This is an optimization exercise on Yosys and OpenROAD, whose aim is small area, not a production implementation. Function was checked by simulation only, so behaviour that the tests miss may differ from the original. The clock port is modelled as an ideal driver; clocking choices that lean on that would not hold on a real chip. Power figures rest on the tool's default switching activity, not on a simulated workload.

[design.v]
module chipemu80_core (
    input  wire        clk,
    input  wire        rst,
    output reg         mem_valid,
    output reg         mem_we,
    output reg  [15:0] mem_addr,
    output wire [7:0]  mem_wdata,
    input  wire        mem_ready,
    input  wire [7:0]  mem_rdata,
    output wire        halted,
    output wire        faulted,
    output wire [17:0] fault_addr,    
    output wire [15:0] fault_pc,
    output wire [7:0]  fault_op,
    output wire        unk_valid,
    output wire [7:0]  unk_op,
    output wire [15:0] unk_pc,
    output wire        render_yield,
    output wire [55:0] state_regs,    
    output wire [15:0] state_pc,
    output wire [15:0] state_sp,
    output wire [5:0]  state_flags    
);
    localparam [4:0]
        S_FRSP   = 5'b00001,
        S_DEC    = 5'b00010,
        S_RSP2   = 5'b00011,   
        S_DONE   = 5'b00100,
        S_HALT   = 5'b00110,
        S_FAULT  = 5'b00111,
        S_INIT   = 5'b01000,
        S_PX     = 5'b01001,   
        S_SPINC  = 5'b01010,   
        S_RING8  = 5'b01011,   
        S_CRING2 = 5'b01100,   
        S_FETCH  = 5'b10000,
        S_ORD    = 5'b10001,   
        S_HRD    = 5'b10010,   
        S_HWR    = 5'b11010,   
        S_RRDL   = 5'b10100,   
        S_RRDH   = 5'b10101,   
        S_CWLO   = 5'b11100,   
        S_CWHI   = 5'b11101;   
    reg [4:0]  state;
    reg [3:0]  cnt;
    reg [1:0]  ph;           
    reg        m_j;          
    reg        m_c;          
    reg [3:0]  icount;
    reg [7:0]  rB, rC, rD, rE, rH, rL, rA;
    reg [15:0] pc;
    reg [14:0] sp;           
    reg [7:0]  op, t;
    reg        fz, fs, fc, fh, fn;
    reg        cp, ca;       
    wire st_init  = (state == S_INIT);
    wire st_fetch = (state == S_FETCH);
    wire st_frsp  = (state == S_FRSP);
    wire st_dec   = (state == S_DEC);
    wire st_px    = (state == S_PX);
    wire st_ord   = (state == S_ORD);
    wire st_rsp2  = (state == S_RSP2);
    wire st_hrd   = (state == S_HRD);
    wire st_hwr   = (state == S_HWR);
    wire st_rrdh  = (state == S_RRDH);
    wire st_spinc = (state == S_SPINC);
    wire st_rrdl  = (state == S_RRDL);
    wire st_ring8 = (state == S_RING8);
    wire st_cwlo  = (state == S_CWLO);
    wire st_cring = (state == S_CRING2);
    wire st_cwhi  = (state == S_CWHI);
    wire st_done  = (state == S_DONE);
    assign halted  = (state == S_HALT);
    assign faulted = (state == S_FAULT);
    assign state_regs  = {rA, rB, rC, rD, rE, rH, rL};
    assign state_pc    = pc;
    assign state_sp    = {sp, 1'b0};
    assign state_flags = {fz, fs, 1'b0, fc, fh, fn};
    wire [1:0] g = op[7:6];
    wire [2:0] y = op[5:3];
    wire [2:0] z = op[2:0];
    wire is_ldrn  = (g == 2'd0) && (z == 3'd6) && (y != 3'd6);
    wire is_ld16  = (op == 8'h11) || (op == 8'h21);
    wire is_ldrr  = (g == 2'd1) && (y != 3'd6) && (z != 3'd6);
    wire is_ldrm  = (g == 2'd1) && (y != 3'd6) && (z == 3'd6);
    wire is_ldmr  = (g == 2'd1) && (y == 3'd6) && (z != 3'd6);
    wire is_halt  = (op == 8'h76);
    wire is_add   = (g == 2'd2) && (y == 3'd0) && (z != 3'd6);
    wire is_cpr   = (g == 2'd2) && (y == 3'd7) && (z != 3'd6);
    wire is_cpn   = (op == 8'hFE);
    wire is_jp    = (op == 8'hC3);
    wire is_jpz   = (op == 8'hCA);
    wire is_jpnz  = (op == 8'hC2);
    wire is_call  = (op == 8'hCD);
    wire is_ret   = (op == 8'hC9);
    wire is_retz  = (op == 8'hC8);
    wire is_retnz = (op == 8'hC0);
    wire is_nop   = (op == 8'h00);
    reg known;
    always @(*) begin
        case (g)
            2'd0: known = (z == 3'd6) ? (y != 3'd6) : (op == 8'h00 || op == 8'h11 || op == 8'h21);
            2'd1: known = 1'b1;
            2'd2: known = (z != 3'd6) && (y == 3'd0 || y == 3'd7);
            default: known = (op == 8'hFE) ||
                             ((y == 3'd0) && (z == 3'd0 || z == 3'd2 || z == 3'd3)) ||
                             ((y == 3'd1) && (z == 3'd0 || z == 3'd1 || z == 3'd2 || z == 3'd5));
        endcase
    end
    wire l2 = is_ldrn | is_cpn;
    wire l3 = is_ld16 | is_jp | is_jpz | is_jpnz | is_call;
    wire jp_taken  = is_jp | (is_jpz & fz) | (is_jpnz & ~fz);
    wire ret_taken = is_ret | (is_retz & fz) | (is_retnz & ~fz);
    wire pc_hi = &pc[15:2];
    wire pc_fd = pc_hi & (pc[1] | pc[0]);    
    wire pc_fe = pc_hi & pc[1];              
    wire pc_ff = pc_hi & pc[1] & pc[0];      
    wire sp_lo = ~|sp;                       
    wire sp_top = &sp;                       
    wire fault = (pc_hi & ((pc[1] & pc[0] & ~is_halt & ~ret_taken) |
                           (pc[1] & ~pc[0] & (l2 | l3)) |
                           (~pc[1] & pc[0] & l3 & ~jp_taken))) |
                 (is_call & sp_lo) | (ret_taken & sp_top);
    assign fault_pc   = pc;
    assign fault_op   = op;
    wire   fa_neg     = is_call & ~pc_fd;
    assign fault_addr = {fa_neg, fa_neg, 1'b1, {16{fa_neg}}};
    assign unk_valid = st_dec & ~known & ~pc_ff;
    assign unk_op    = op;
    assign unk_pc    = pc;
    assign render_yield = (st_done & (&icount)) | (st_dec & is_halt);
    wire [1:0] lenm1   = {l3, l2};
    wire regop_en = ~m_j & ((ph != 2'd0) | (lenm1 == 2'd0));
    wire reg_act  = st_px & cnt[3] & regop_en;
    wire wr_bus   = is_ldrr | is_ldrn | is_ldrm | is_ld16;
    wire use_t    = is_ldrn | is_ldrm | is_ld16 | is_cpn;
    wire rd_z     = is_ldrr | is_add | is_cpr | is_ldmr;
    wire alu_op   = is_add | is_cpr | is_cpn;
    wire [2:0] dest = is_ld16 ? {op[5], ~op[5], ~ph[1]} : y;
    reg rz;
    always @(*) begin
        case (z)
            3'd0: rz = rB[0];
            3'd1: rz = rC[0];
            3'd2: rz = rD[0];
            3'd3: rz = rE[0];
            3'd4: rz = rH[0];
            3'd5: rz = rL[0];
            default: rz = rA[0];
        endcase
    end
    wire bus = ~st_init & (use_t ? t[0] : rz);
    wire sp_op  = st_spinc | st_cring;
    wire alu_a  = sp_op ? sp[0] : rA[0];
    wire alu_b  = sp_op ? (cnt == 4'd1) : bus;
    wire sub    = sp_op ? st_cring : ~is_add;
    wire sum    = alu_a ^ alu_b ^ ca;
    wire cnext  = ((alu_a ^ sub) & alu_b) | ((alu_a ^ sub) & ca) | (alu_b & ca);
    wire alu_run = (reg_act & alu_op) | st_spinc | (st_cring & m_c);
    wire [7:0] sh_en;
    genvar k;
    generate
        for (k = 0; k < 8; k = k + 1) begin : g_sh
            assign sh_en[k] = st_init |
                              (reg_act & ((wr_bus & (dest == k)) | (rd_z & (z == k)) |
                                          ((k == 7) & alu_op)));
        end
    endgenerate
    wire a_in = (reg_act & is_add) ? sum : ((st_init | (wr_bus & (dest == 3'd7))) ? bus : rA[0]);
    wire ring   = (st_ring8 | st_cring) & cnt[3];
    wire go_px  = st_dec & ~fault & ~is_halt & ~ret_taken & ~is_ldrm;
    wire pc_sh  = st_init | st_px | go_px | ring;
    wire kb     = (cnt[2:0] == 3'd0) & ((~cnt[3] & (st_px | go_px)) | (st_ring8 & m_c));
    wire pc_sum = pc[0] ^ kb ^ cp;
    wire pc_in  = ~st_init & (ring ? op[0] : pc_sum);
    wire t_load  = (st_px & (cnt == 4'd0) & ~m_j) | (st_rsp2 & m_j) | (st_spinc & (cnt == 4'd1));
    wire t_sh    = ring | (reg_act & (use_t | is_ldmr));
    wire t_in    = ring ? pc_sum : bus;
    wire op_load = st_frsp | (st_px & (cnt == 4'd0) & m_j) | (st_rsp2 & ~m_j);
    wire sp_sh   = st_init | st_spinc | (st_cring & m_c);
    assign mem_wdata = t;
    always @(*) begin
        mem_valid = state[4] & (~(state[3] & state[2]) | m_c);
        mem_we    = state[3];
        if (state[1])
            mem_addr = {rH, rL};
        else if (state[2])
            mem_addr = {sp, state[0]};
        else
            mem_addr = pc;
    end
    wire timed = st_init | st_px | go_px | st_spinc | st_ring8 | st_cring;
    wire tdone = &cnt;
    wire [3:0] preset = {st_rsp2, 2'b00, st_rrdh | st_cwlo};
    wire adv = state[4] ? (mem_ready | (state[3] & state[2] & ~m_c)) :
               (state[3] ? tdone : 1'b1);
    reg [4:0] target;
    always @(*) begin
        case (state)
            S_INIT:   target = S_FETCH;
            S_FETCH:  target = S_FRSP;
            S_FRSP:   target = S_DEC;
            S_DEC:    target = fault ? S_FAULT : is_halt ? S_HALT : ret_taken ? S_RRDH :
                               is_ldrm ? S_HRD : S_PX;
            S_PX:     target = (m_j | (ph != lenm1)) ? S_ORD : (is_ldmr ? S_HWR : S_DONE);
            S_ORD:    target = (m_j & ph[0]) ? S_RSP2 : S_PX;
            S_RSP2:   target = S_RING8;
            S_HRD:    target = S_PX;
            S_HWR:    target = S_DONE;
            S_RRDH:   target = S_SPINC;
            S_SPINC:  target = S_RRDL;
            S_RRDL:   target = S_RSP2;
            S_RING8:  target = S_CWLO;
            S_CWLO:   target = S_CRING2;
            S_CRING2: target = S_CWHI;
            S_CWHI:   target = S_DONE;
            S_DONE:   target = S_FETCH;
            S_HALT:   target = S_HALT;
            default:  target = S_FAULT;
        endcase
    end
    wire [4:0] nstate = adv ? target : state;
    always @(posedge clk) begin
        if (rst) begin
            state <= S_INIT;
            cnt   <= 4'd0;
        end else begin
            state <= nstate;
            cnt   <= timed ? cnt + 4'd1 : preset;
        end
    end
    always @(posedge clk) begin
        if (st_dec) begin
            ph  <= 2'd0;
            m_j <= jp_taken | is_call;
            m_c <= is_call;
        end else if (st_ord & mem_ready) begin
            ph <= ph + 2'd1;
        end
    end
    always @(posedge clk) begin
        if (st_init)
            icount <= 4'd0;
        else if (st_done)
            icount <= icount + 4'd1;
    end
    always @(posedge clk) begin
        if (sh_en[0]) rB <= {bus, rB[7:1]};
        if (sh_en[1]) rC <= {bus, rC[7:1]};
        if (sh_en[2]) rD <= {bus, rD[7:1]};
        if (sh_en[3]) rE <= {bus, rE[7:1]};
        if (sh_en[4]) rH <= {bus, rH[7:1]};
        if (sh_en[5]) rL <= {bus, rL[7:1]};
        if (sh_en[7]) rA <= {a_in, rA[7:1]};
    end
    always @(posedge clk) begin
        if (pc_sh) begin
            pc <= {pc_in, pc[15:1]};
            cp <= ~st_init & ((pc[0] & kb) | (pc[0] & cp) | (kb & cp));
        end
        if (sp_sh)
            sp <= {st_init | sum, sp[14:1]};
        ca <= alu_run & cnext;
        if (t_load)    t <= mem_rdata;
        else if (t_sh) t <= {t_in, t[7:1]};
        if (op_load)   op <= mem_rdata;
        else if (ring) op <= {t[0], op[7:1]};
    end
    wire fl_en = reg_act & alu_op;
    always @(posedge clk) begin
        if (st_init) begin
            fz <= 1'b0; fs <= 1'b0; fc <= 1'b0; fh <= 1'b0; fn <= 1'b0;
        end else if (fl_en) begin
            fz <= ~sum & ((cnt[2:0] == 3'd0) | fz);
            fs <= sum;
            fn <= sub;
            if (cnt[2:0] == 3'd3) fh <= cnext;
            if (cnt[2:0] == 3'd7) fc <= cnext;
        end
    end
endmodule
[flow/run.sh]
#!/bin/bash
# Own layout flow. It runs the standard flow with three changes:
#  1. after the standard synthesis, the combinational logic between the
#     registers is re-optimised for area by ABC (the register cells and
#     their names are kept exactly as the standard synthesis made them);
#     two ABC scripts are run and the smaller result kept;
#  2. the buffers synthesis leaves are removed at floorplan, and the port
#     buffers that global placement inserts use buf_1;
#  3. clock tree synthesis uses clkbuf_8 buffers and no dummy loads; then
#     leaf clock buffers that drive at most 9 sinks are resized to clkbuf_4
#     (post_cts.tcl can also merge leaves; CLK_MAX_FANOUT=0 turns that off).
# Each tool writes its full output to a log file in this folder.
set -euo pipefail
export BUFFER_PORTS_ARGS="-buffer_cell sky130_fd_sc_hd__buf_1"
export CTS_ARGS="-sink_clustering_enable -repair_clock_nets -dont_use_dummy_load -root_buf sky130_fd_sc_hd__clkbuf_8 -buf_list sky130_fd_sc_hd__clkbuf_8"

W=$PWD
export POST_CTS_TCL=$W/flow/post_cts.tcl
export CLK_SMALL_FANOUT=9
export CLK_MAX_FANOUT=0
export REMOVE_ABC_BUFFERS=1
R=$W/orfs/results/$FLOW_PLATFORM/chipemu80_core/base
LIB=$FLOW_HOME/platforms/$FLOW_PLATFORM/lib/sky130_fd_sc_hd__tt_025C_1v80.lib
YOSYS=$FLOW_HOME/../tools/install/yosys/bin/yosys
[[ -x $YOSYS ]] || YOSYS=yosys

bash standard.sh synth > synth.log 2>&1
cp $R/1_2_yosys.v $W/std_netlist.v

DU=$(sed -n '/DONT_USE_CELLS/,/^$/p' $FLOW_HOME/platforms/$FLOW_PLATFORM/config.mk | tr -d '\\' | tr ' ' '\n' | grep '^sky130' | sed 's/^/-dont_use /' | tr '\n' ' ')
# ABC scripts tried: deepsyn then the area mapper amap, or deepsyn then &nf
printf 'strash\n&get -n\n&deepsyn -T 60\n&put\namap\ndnsize\n' > $W/reopt0.abc
printf 'strash\n&get -n\n&deepsyn -T 60\n&nf -a\n&put\ndnsize\n' > $W/reopt1.abc
for S in 0 1; do
  cat > $W/reopt$S.ys <<EOT
read_liberty -ignore_miss_func $LIB
read_verilog $W/std_netlist.v
hierarchy -top $FLOW_TOP
setattr -mod -set keep_hierarchy 1 sky130_fd_sc_hd__*df* sky130_fd_sc_hd__conb_1
flatten
opt_clean -purge
abc -liberty $LIB $DU -script $W/reopt$S.abc
opt_clean -purge
splitnets
opt_clean -purge
hilomap -singleton -hicell sky130_fd_sc_hd__conb_1 HI -locell sky130_fd_sc_hd__conb_1 LO
insbuf -buf sky130_fd_sc_hd__buf_4 A X
opt_clean -purge
blackbox sky130_fd_sc_hd__*
tee -o $W/reopt${S}_stat.txt stat -liberty $LIB
write_verilog -noattr -nohex -nodec $W/reopt${S}_netlist.v
EOT
  $YOSYS -s $W/reopt$S.ys > $W/reopt$S.log 2>&1 &
done
wait
best=""; besta=1e18
for S in 0 1; do
  a=$( { grep "Chip area for module" $W/reopt${S}_stat.txt 2>/dev/null | tail -n 1 || echo "none 1e18"; } | awk '{print $NF}')
  echo "reopt seed $S area $a" >> $W/reopt_choice.log
  if awk "BEGIN{exit !($a < $besta)}"; then besta=$a; best=$S; fi
done
echo "chosen seed $best" >> $W/reopt_choice.log
cp $W/reopt${best}_netlist.v $W/reopt_netlist.v
cp $W/reopt_netlist.v $R/1_2_yosys.v
rm -f $R/1_synth.odb $R/1_synth.sdc
bash standard.sh > flow.log 2>&1
[flow/post_cts.tcl]
# After clock tree synthesis: leaf clock buffers that drive few flip-flops
# are merged with a nearby leaf (up to CLK_MAX_FANOUT sinks per leaf), and
# leaves that drive at most CLK_SMALL_FANOUT sinks are resized to clkbuf_4.
# The placement is then legalised again.
set block [ord::get_db_block]
set maxf $::env(CLK_MAX_FANOUT)

proc leaf_info {block} {
  # leaf clock buffers: CTS buffers whose output drives only flip-flop pins
  set leaves {}
  foreach inst [$block getInsts] {
    set name [$inst getName]
    if {![string match clkbuf_* $name]} { continue }
    set onet ""
    foreach it [$inst getITerms] {
      if {[$it isOutputSignal]} { set onet [$it getNet] }
    }
    if {$onet eq "" || $onet eq "NULL"} { continue }
    set sinks 0
    set isleaf 1
    foreach it [$onet getITerms] {
      if {[$it isOutputSignal]} { continue }
      set m [[[$it getInst] getMaster] getName]
      if {[string match *clkbuf* $m]} { set isleaf 0 }
      incr sinks
    }
    if {$isleaf} { lappend leaves [list $inst $onet $sinks] }
  }
  return $leaves
}

set merged 0
while {1} {
  set leaves [lsort -integer -index 2 [leaf_info $block]]
  set done 1
  foreach a $leaves {
    lassign $a ia na fa
    lassign [$ia getLocation] xa ya
    set best ""; set bd 1e18
    foreach b $leaves {
      lassign $b ib nb fb
      if {$ib eq $ia || $fa + $fb > $maxf} { continue }
      lassign [$ib getLocation] xb yb
      set d [expr {abs($xa - $xb) + abs($ya - $yb)}]
      if {$d < $bd} { set bd $d; set best $b }
    }
    if {$best eq ""} { continue }
    lassign $best ib nb fb
    foreach it [$na getITerms] {
      if {[$it isOutputSignal]} { continue }
      $it disconnect
      $it connect $nb
    }
    foreach it [$ia getITerms] { $it disconnect }
    odb::dbInst_destroy $ia
    odb::dbNet_destroy $na
    incr merged
    set done 0
    break
  }
  if {$done} { break }
}

set small [get_lib_cells sky130_fd_sc_hd__clkbuf_4]
set n 0
foreach l [leaf_info $block] {
  lassign $l inst net sinks
  if {$sinks <= $::env(CLK_SMALL_FANOUT)} {
    replace_cell [get_cells [$inst getName]] $small
    incr n
  }
}
puts "post_cts: merged $merged leaf clock buffers, resized $n to clkbuf_4"
detailed_placement
check_placement -verbose
[standard.sh]
#!/bin/bash
# synth_recipe.tcl (not shown) runs the flow's synth.tcl, then flattens the netlist and writes it again
# the make line also repeats each setting of config.mk as NAME=value (left out here)
make -C /OpenROAD-flow-scripts/flow DESIGN_CONFIG=/design/flow/config.mk WORK_HOME=/design/flow/orfs CLKGATE_MAP_FILE= SYNTH_SCRIPT=/design/flow/synth_recipe.tcl "${@:-finish}"
[config.mk]
export PLATFORM = sky130hd
export DESIGN_NAME = chipemu80_core
export DESIGN_NICKNAME = chipemu80_core
export VERILOG_FILES = /design/flow/design.v
export SDC_FILE = /design/flow/constraint.sdc
export NUM_CORES = 4
export LEC_CHECK = 0
export CAP_MARGIN = 20
export CORE_MARGIN = 2
export CORE_UTILIZATION = 40
export GPL_TIMING_DRIVEN = 0
export PLACE_DENSITY = 0.6
export SLEW_MARGIN = 20
[constraint.sdc]
create_clock -name core_clock -period 8.0 [get_ports {clk}]
set_input_delay 1.6000 -clock core_clock [delete_from_list [all_inputs] [get_ports {clk}]]
set_output_delay 1.6000 -clock core_clock [all_outputs]
set_load 0.01 [all_outputs]
==> flow_metrics.tcl, run 1 <==
set metrics [dict create \
    pin_count 201 \
    placedCellCount 913 \
    min_period_over_period 0.6411 \
    syn_area_per_cell_um2 10.33 \
    instances_no_fill 932 \
    skew_ns 0.03218 \
    routed_wl_mm 18.06 \
    worstPathCellList "nor2_2 > clkinv_1 > nor2_1 > clkinv_1 > nor3_1 > o311ai_0 > or2_0 > or4_1 > o221ai_1" \
    fin_tns_setup_ns 0 \
    path_clk_slew_ns 0.09 \
    status "complete, no violations" \
    drtAntennaViolNets 0 \
    hold_class "reg -> reg" \
    finalSetupViolCount 0 \
    design.die.area_mm2 0.01731 \
    drv_slew 0 \
    finalHoldViolCount 0 \
    vias 5047 \
    die_h_um 131.6 \
    initial_utilization 0.4097 \
    max_freq_ghz 0.1950 \
    dpl-instance-area_mm2 0.006545 \
    yosys_warnings 1 \
    max-vdd-ir-drop_mv 0.1461 \
    grt_pass1_vias 4733 \
    hpwl_mm 13.90 \
    sw_frac_of_total 0.4462 \
    diodes 0 \
    core_region_area_mm2 0.01589 \
    crit_path_frequent_cell "clkinv_1" \
    wl_per_cell_um 19.38 \
    grt_max_degree 26 \
    grt_pass1_wl_mm 27.74 \
    power_frac_seq 0.505 \
    first_iter_violations 372 \
    layout.nets 729 \
    cp_max_fo 25 \
    syn_to_final_growth_pct 3.345 \
    grtUsageTotal 0.2076 \
    tritoncts "yes" \
    viasPerCell 5.415 \
    power.density_mw_per_mm2 428.1 \
    largest_reg_flops 16 \
    cts_sinks 127 \
    die_w_um 131.6 \
    endpoint_kind "register" \
    post-route-util 0.4234 \
    p_clk_frac 0.114 \
    max-cap-violations 0 \
    slew-limit-headroom 0.2845 \
    cpPeakStageDelay_ns 0.81 \
    period_needed_ns 5.129 \
    crit_path_top_delay_cell "nor2_2" \
    path_class "reg -> reg" \
    io_buffer_count 197 \
    final_area_mm2 0.006726 \
    syn_area_mm2 0.006509 \
    insertion_delay_ns 0.43 \
    drc 0 \
    drive_gt1_frac 0.03352 \
    rsz0062_at_grt "no" \
    p_int_mw 1.595 \
    largest_registers "pc: 16 flops, sp: 15 flops" \
    arrival_ns 5.17 \
    p_leak_nw 2.132 \
    drt_first_pass_iters 6 \
    p_sw_mw 1.285 \
    power_frac_comb 0.381 \
    cp.required_ns 8.04 \
    postSynthCellCount 630 \
    regMostFlops "pc" \
    start_kind "register" \
    placementRows 46 \
    grt_overflow 0 \
    antenna_found_initial 0 \
    worst_pin_slew_ns 1.072 \
    place.gp.congestion 0.9151 \
]
-- power by group through the flow --
stage	sequential, mW	clock [mW]	combinational (mW)
floorplan	1.52	0	0.465
global placement	1.45	0	1.09
detailed placement	1.47	0	1.10
global route	1.49	0.366	1.19
finish	1.45	0.327	1.10
-- per-layer routing --
layer / wire (µm) / part of all wire / track usage
met1: 7386 / 0.41 / 0.2609
met4: 376 / 0.021 / 0.07911
met5: 0 / 0 / 0
met3: 1387 / 0.077 / 0.05247
met2: 8909 / 0.49 / 0.3447
-- worst max-delay path: cells and delay by family (launching register included) --
family,cells,cell delay (ns)
and+or+nand+nor,5,2.33
buffers and inverters,2,0.70
AOI/OAI and AO/OA,2,1.03
DFF,1,0.67
-- area by class of cell --
class                           instances  area, µm²
Tap cell                              216      270.3
Fill cell                            1604       9159
Multi-Input combinational cell        301       1665
Inverter                               71      266.5
Timing Repair Buffer                  200      762.0
Sequential cell                       127       3603
Clock buffer                           17      158.9
-- placed cells by master (no fill, tap or decap), types with 9 or more instances in the layout --
master / count
o221ai_1: 11
clkbuf_4: 13
o22ai_1: 14
nand4_1: 9
a222oi_1: 16
nand2_1: 28
a21oi_1: 23
edfxtp_1: 106
o21ai_0: 25
nor2_1: 89
buf_1: 197
dfxtp_1: 21
nor3_1: 15
clkinv_1: 71
-- metrics by stage --
stage / power [mW] / hold WS, ns / setup slack [ns]
finish: 2.879 / 0.4439 / 2.871
global route: 3.053 / 0.4601 / 2.527
detailed placement: 2.568 / 0.4317 / 2.838
global placement: 2.540 / 0.4307 / 2.291
floorplan: 1.988 / 0.4260 / 2.960
-- final timing paths --
| kind | from | to | slack (ns) | cells after the start |
|---|---|---|---|---|
| setup reg to reg | state[1] | rD[7] | 2.87 | 9 |
| hold reg to reg | rA[1] | rA[0] | 0.44 | 0 |
| setup / recovery | state[1] | rD[7] | 2.87 | 9 |
| hold / removal | rA[1] | rA[0] | 0.44 | 0 |
==> run 2: changes to the inputs <==
--- a/flow/run.sh
+++ b/flow/run.sh
@@ -5,3 +5,3 @@
 #     their names are kept exactly as the standard synthesis made them);
-#     two ABC scripts are run and the smaller result kept;
+#     three ABC runs with different seeds are made and the smallest kept;
 #  2. the buffers synthesis leaves are removed at floorplan, and the port
@@ -30,6 +30,4 @@
 DU=$(sed -n '/DONT_USE_CELLS/,/^$/p' $FLOW_HOME/platforms/$FLOW_PLATFORM/config.mk | tr -d '\\' | tr ' ' '\n' | grep '^sky130' | sed 's/^/-dont_use /' | tr '\n' ' ')
-# ABC scripts tried: deepsyn then the area mapper amap, or deepsyn then &nf
-printf 'strash\n&get -n\n&deepsyn -T 60\n&put\namap\ndnsize\n' > $W/reopt0.abc
-printf 'strash\n&get -n\n&deepsyn -T 60\n&nf -a\n&put\ndnsize\n' > $W/reopt1.abc
-for S in 0 1; do
+for S in 0 1 2; do
+  printf 'strash\n&get -n\n&deepsyn -T 60 -S %s\n&nf -a\n&put\ndnsize\n' $S > $W/reopt$S.abc
   cat > $W/reopt$S.ys <<EOT
@@ -56,3 +54,3 @@
 best=""; besta=1e18
-for S in 0 1; do
+for S in 0 1 2; do
   a=$( { grep "Chip area for module" $W/reopt${S}_stat.txt 2>/dev/null | tail -n 1 || echo "none 1e18"; } | awk '{print $NF}')
==> flow_metrics.tcl, run 2 <==
set metrics [dict create \
    start_kind "register" \
    design.die.area_mm2 0.01762 \
    syn_area_mm2 0.006631 \
    first_iter_violations 527 \
    insertion_delay_ns 0.42 \
    period_needed_ns 4.649 \
    endpoint_kind "output port" \
    sw_frac_of_total 0.4375 \
    vias 4875 \
    tritoncts "yes" \
    core_region_area_mm2 0.01641 \
    p_leak_nw 2.202 \
    placementRows 47 \
    routed_wl_mm 16.60 \
    slew-limit-headroom 0.2811 \
    drv_slew 0 \
    power_frac_seq 0.509 \
    p_int_mw 1.604 \
    max_freq_ghz 0.2151 \
    crit_path_top_delay_cell "edfxtp_1" \
    drc 0 \
    grtUsageTotal 0.1861 \
    viasPerCell 5.435 \
    p_sw_mw 1.248 \
    grt_pass1_vias 4355 \
    worstPathCellList "and3b_1 > or3_1 > nor3b_1 > o21ai_0 > a311oi_1 > buf_1" \
    path_class "reg -> out" \
    postSynthCellCount 592 \
    status "complete, no violations" \
    worst_pin_slew_ns 1.078 \
    hold_class "reg -> reg" \
    pin_count 201 \
    syn_to_final_growth_pct 3.434 \
    regMostFlops "pc" \
    largest_reg_flops 16 \
    drive_gt1_frac 0.03397 \
    diodes 0 \
    layout.nets 690 \
    skew_ns 0.03242 \
    cpPeakStageDelay_ns 0.62 \
    final_common_cell "buf_1" \
    antenna_found_initial 0 \
    p_clk_frac 0.117 \
    cts_sinks 127 \
    grt_max_degree 31 \
    grt_overflow 0 \
    drtAntennaViolNets 0 \
    initial_utilization 0.4042 \
    cp_max_fo 14 \
    die_w_um 132.8 \
    arrival_ns 3.05 \
    finalHoldViolCount 0 \
    io_buffer_count 197 \
    yosys_warnings 1 \
    fin_tns_setup_ns 0 \
    post-route-util 0.4181 \
    drt_first_pass_iters 8 \
    finalSetupViolCount 0 \
    largest_registers "pc: 16 flops, sp: 15 flops" \
    syn_area_per_cell_um2 11.20 \
    cp.required_ns 6.40 \
    power_frac_comb 0.374 \
    die_h_um 132.8 \
    power.density_mw_per_mm2 415.8 \
    min_period_over_period 0.5811 \
    max-vdd-ir-drop_mv 0.2063 \
    hpwl_mm 12.17 \
    wl_per_cell_um 18.51 \
    rsz0062_at_grt "no" \
    final_cell_mix "buf_1, edfxtp_1, nand2_1, clkinv_1, nor2_1" \
    grt_pass1_wl_mm 25.31 \
    path_clk_slew_ns 0.09 \
    place.gp.congestion 0.9141 \
    max-cap-violations 0 \
]
[run 2: metrics by stage]
stage	cell area [µm²]	power (mW)	hold WS [ns]	worst slack, ns	instances
final	6859	2.852	0.4320	3.351	897
after global routing	6859	3.037	0.4347	3.159	897
after detailed placement	6679	2.534	0.4314	3.793	879
after global placement	6659	2.497	0.4335	2.928	878
after floorplan	5644	1.987	0.4248	3.302	461
[run 2: area by class of cell]
type / count / area (µm²)
inverters: 30 / 112.6
clock buffers: 17 / 165.2
multi-input cells: 304 / 1939
fillers: 1653 / 9548
well taps: 220 / 275.3
repair buffers: 199 / 762.0
flip-flops and latches: 127 / 3605
[run 2: layer usage]
layer,global-route usage,vias up,routed length [µm]
met5,0,-,0
met4,0.05376,0,231
met3,0.04789,17,1196
met2,0.2818,240,7623
met1,0.2646,2368,7553
li1,-,2250,-
[run 2: worst max-delay path, delay by kind of cell (launching register included)]
family / cells / cell delay [ns]
AND/OR/NAND/NOR: 3 / 0.93
flip-flops: 1 / 0.62
AO/OA/AOI/OAI: 2 / 0.87
buffers and inverters: 1 / 0.22
[run 2: power by group through the flow]
stage,Combinational (mW),Clock [mW],Sequential (mW)
final,1.07,0.334,1.45
after global routing,1.17,0.373,1.50
after detailed placement,1.07,0,1.46
after global placement,1.05,0,1.44
after floorplan,0.457,0,1.53
[run 2: worst paths after layout]
path,endpoint,cells after the start,slack (ns),start
worst min-delay path,rE[6],0,0.43,rE[7]
worst min register to register,rE[6],0,0.43,rE[7]
worst max register to register,rL[0],7,3.71,op[1]
worst max-delay path,unk_valid,6,3.35,op[3]
==> run 3: changes to the inputs <==
--- a/flow/run.sh
+++ b/flow/run.sh
@@ -5,3 +5,3 @@
 #     their names are kept exactly as the standard synthesis made them);
-#     three ABC runs with different seeds are made and the smallest kept;
+#     ABC runs with four seeds and the smallest result is kept;
 #  2. the buffers synthesis leaves are removed at floorplan, and the port
@@ -30,4 +30,7 @@
 DU=$(sed -n '/DONT_USE_CELLS/,/^$/p' $FLOW_HOME/platforms/$FLOW_PLATFORM/config.mk | tr -d '\\' | tr ' ' '\n' | grep '^sky130' | sed 's/^/-dont_use /' | tr '\n' ' ')
-for S in 0 1 2; do
-  printf 'strash\n&get -n\n&deepsyn -T 60 -S %s\n&nf -a\n&put\ndnsize\n' $S > $W/reopt$S.abc
+# ABC script: deepsyn (four random seeds) then the area mapper amap
+for S in 0 1 2 3; do
+  printf 'strash\n&get -n\n&deepsyn -T 60 -S %s\n&put\namap\ndnsize\n' $S > $W/reopt$S.abc
+done
+for S in 0 1 2 3; do
   cat > $W/reopt$S.ys <<EOT
@@ -41,2 +44,3 @@
 opt_clean -purge
+tee -o $W/reopt${S}_stat.txt stat -liberty $LIB
 splitnets
@@ -47,3 +51,2 @@
 blackbox sky130_fd_sc_hd__*
-tee -o $W/reopt${S}_stat.txt stat -liberty $LIB
 write_verilog -noattr -nohex -nodec $W/reopt${S}_netlist.v
@@ -54,3 +57,3 @@
 best=""; besta=1e18
-for S in 0 1 2; do
+for S in 0 1 2 3; do
   a=$( { grep "Chip area for module" $W/reopt${S}_stat.txt 2>/dev/null | tail -n 1 || echo "none 1e18"; } | awk '{print $NF}')
==> flow_metrics.tcl, run 3 <==
set metrics [dict create \
    drv_slew 0 \
    path_class "reg -> out" \
    min_period_over_period 0.6317 \
    die_h_um 131.5 \
    power_mw 2.744 \
    max-cap-violations 0 \
    grt_pass1_wl_mm 26.23 \
    status "complete, no violations" \
    drtAntennaViolNets 0 \
    cts_sinks 127 \
    syn_area_mm2 0.006499 \
    pin_count 201 \
    grt_max_degree 25 \
    drc 0 \
    skew_ns 0.03377 \
    fin_tns_setup_ns 0 \
    start_kind "register" \
    n_fill_cell 1618 \
    period_needed_ns 5.054 \
    syn_area_per_cell_um2 10.43 \
    first_iter_violations 489 \
    rsz0062_at_grt "no" \
    finalSetupViolCount 0 \
    final_cell_mix "buf_1, edfxtp_1, clkinv_1, nor2_1, nand2_1" \
    initial_utilization 0.4091 \
    path_clk_slew_ns 0.09 \
    wl_per_cell_um 18.75 \
    wl_met2_mm 7.860 \
    hpwl_mm 13.34 \
    grt_pass1_vias 4640 \
    syn_to_final_growth_pct 3.350 \
    grt_overflow 0 \
    placementRows 46 \
    finalHoldViolCount 0 \
    vias 4926 \
    tritoncts "yes" \
    insertion_delay_ns 0.43 \
    drt_first_pass_iters 6 \
    place.gp.congestion 0.9039 \
    arrival_ns 3.45 \
    max-vdd-ir-drop_mv 0.1619 \
    cp_max_fo 17 \
    endpoint_kind "output port" \
    drive_gt1_frac 0.03244 \
    fin_hold_ws_ns 0.4280 \
    max_freq_ghz 0.1979 \
    postSynthCellCount 623 \
    viasPerCell 5.325 \
    die_w_um 131.5 \
    placedCellCount 907 \
    cp.required_ns 6.40 \
    place_ws_ns 3.425 \
    regMostFlops "pc" \
    core_region_area_mm2 0.01589 \
    met3_length_mm 1.255 \
    largest_registers "pc: 16 flops, sp: 15 flops" \
    slew-limit-headroom 0.2940 \
    hold_class "reg -> reg" \
    layout.nets 722 \
    instances_no_fill 925 \
    final_common_cell "buf_1" \
    highest_layer "met4" \
    timing.final.ws_setup_ns 2.946 \
    largest_reg_flops 16 \
    io_buffer_count 197 \
    diodes 0 \
    design.die.area_mm2 0.01728 \
    yosys_warnings 1 \
    wl_met1_mm 7.810 \
    routed_wl_mm 17.34 \
    antenna_found_initial 0 \
    worst_pin_slew_ns 1.059 \
    p_leak_nw 2.136 \
    power.density_mw_per_mm2 408.5 \
    grtUsageTotal 0.1966 \
]
run 3: final timing paths:
path	from	end	slack, ns	cells past startpoint
max reg2reg	op[3]	t[7]	3.30	17
min reg2reg	rD[1]	rD[0]	0.43	0
max	op[3]	fault_addr[9]	2.95	7
min	rD[1]	rD[0]	0.43	0
run 3: final cells by class:
| cell class | count | area (µm²) | area share |
|---|---|---|---|
| sequential | 127 | 3603 | 0.5365 |
| multi-input combinational | 291 | 1640 | 0.2442 |
| timing repair buffer | 200 | 759.5 | 0.1131 |
| inverter | 74 | 277.8 | 0.04136 |
| tap | 216 | 270.3 | 0.04024 |
| clock buffer | 17 | 165.2 | 0.02459 |
run 3: critical path: stages (launching register included):
cell and delay [ns]:
edfxtp_1 0.54, clkinv_1 0.34, o32ai_1 0.49, nand4_1 0.28
nor2_1 0.23, clkinv_1 0.12, nor2_1 0.77, buf_1 0.25
run 3: power breakdown:
group          internal, mW  switching, mW
combinational         0.299          0.704
clock                 0.130          0.201
sequential             1.13          0.279
total                  1.56           1.18
run 3: per-layer routing:
layer  vias up  track usage
met5         -            0
met4         0      0.07911
met3        31      0.05440
met2       246       0.2914
met1      2363       0.2726
li1       2286            -
run 3: through the flow:
stage / instance area (µm²) / utilization
floorplan: 5512 / -
global placement: 6521 / 0.4105
detailed placement: 6539 / 0.4116
global route: 6716 / 0.4228
finish: 6716 / 0.4228

==> re-timing with driven ports <==
Ports are ideal in the flow. The routed layouts listed here were re-timed in OpenROAD. Step 1, drivers: a clkbuf_16 drives clk and a buf_2 each remaining input, both assumed. Step 2, shift: input delay + t, output delay - t, t = (earliest + latest rising clock arrival at the registers) / 2. This alone moves slack from input paths to output paths. a / b / c = no drivers / after step 1 / after step 2; a / b = the first two.
run	t (ns)	slack for setup (ns)	worst setup path after step 2	clock arrival spread, ns	slew at the worst register clock pin (ns)
run 1	0.450	2.871 / 2.871 / 2.871	register to register	0.032 / 0.033	0.10 / 0.10
run 2	0.440	3.351 / 3.317 / 3.706	register to register	0.033 / 0.032	0.09 / 0.09
run 3	0.446	2.946 / 2.912 / 3.298	register to register	0.033 / 0.034	0.10 / 0.10
After both steps every run listed still meets setup and hold.
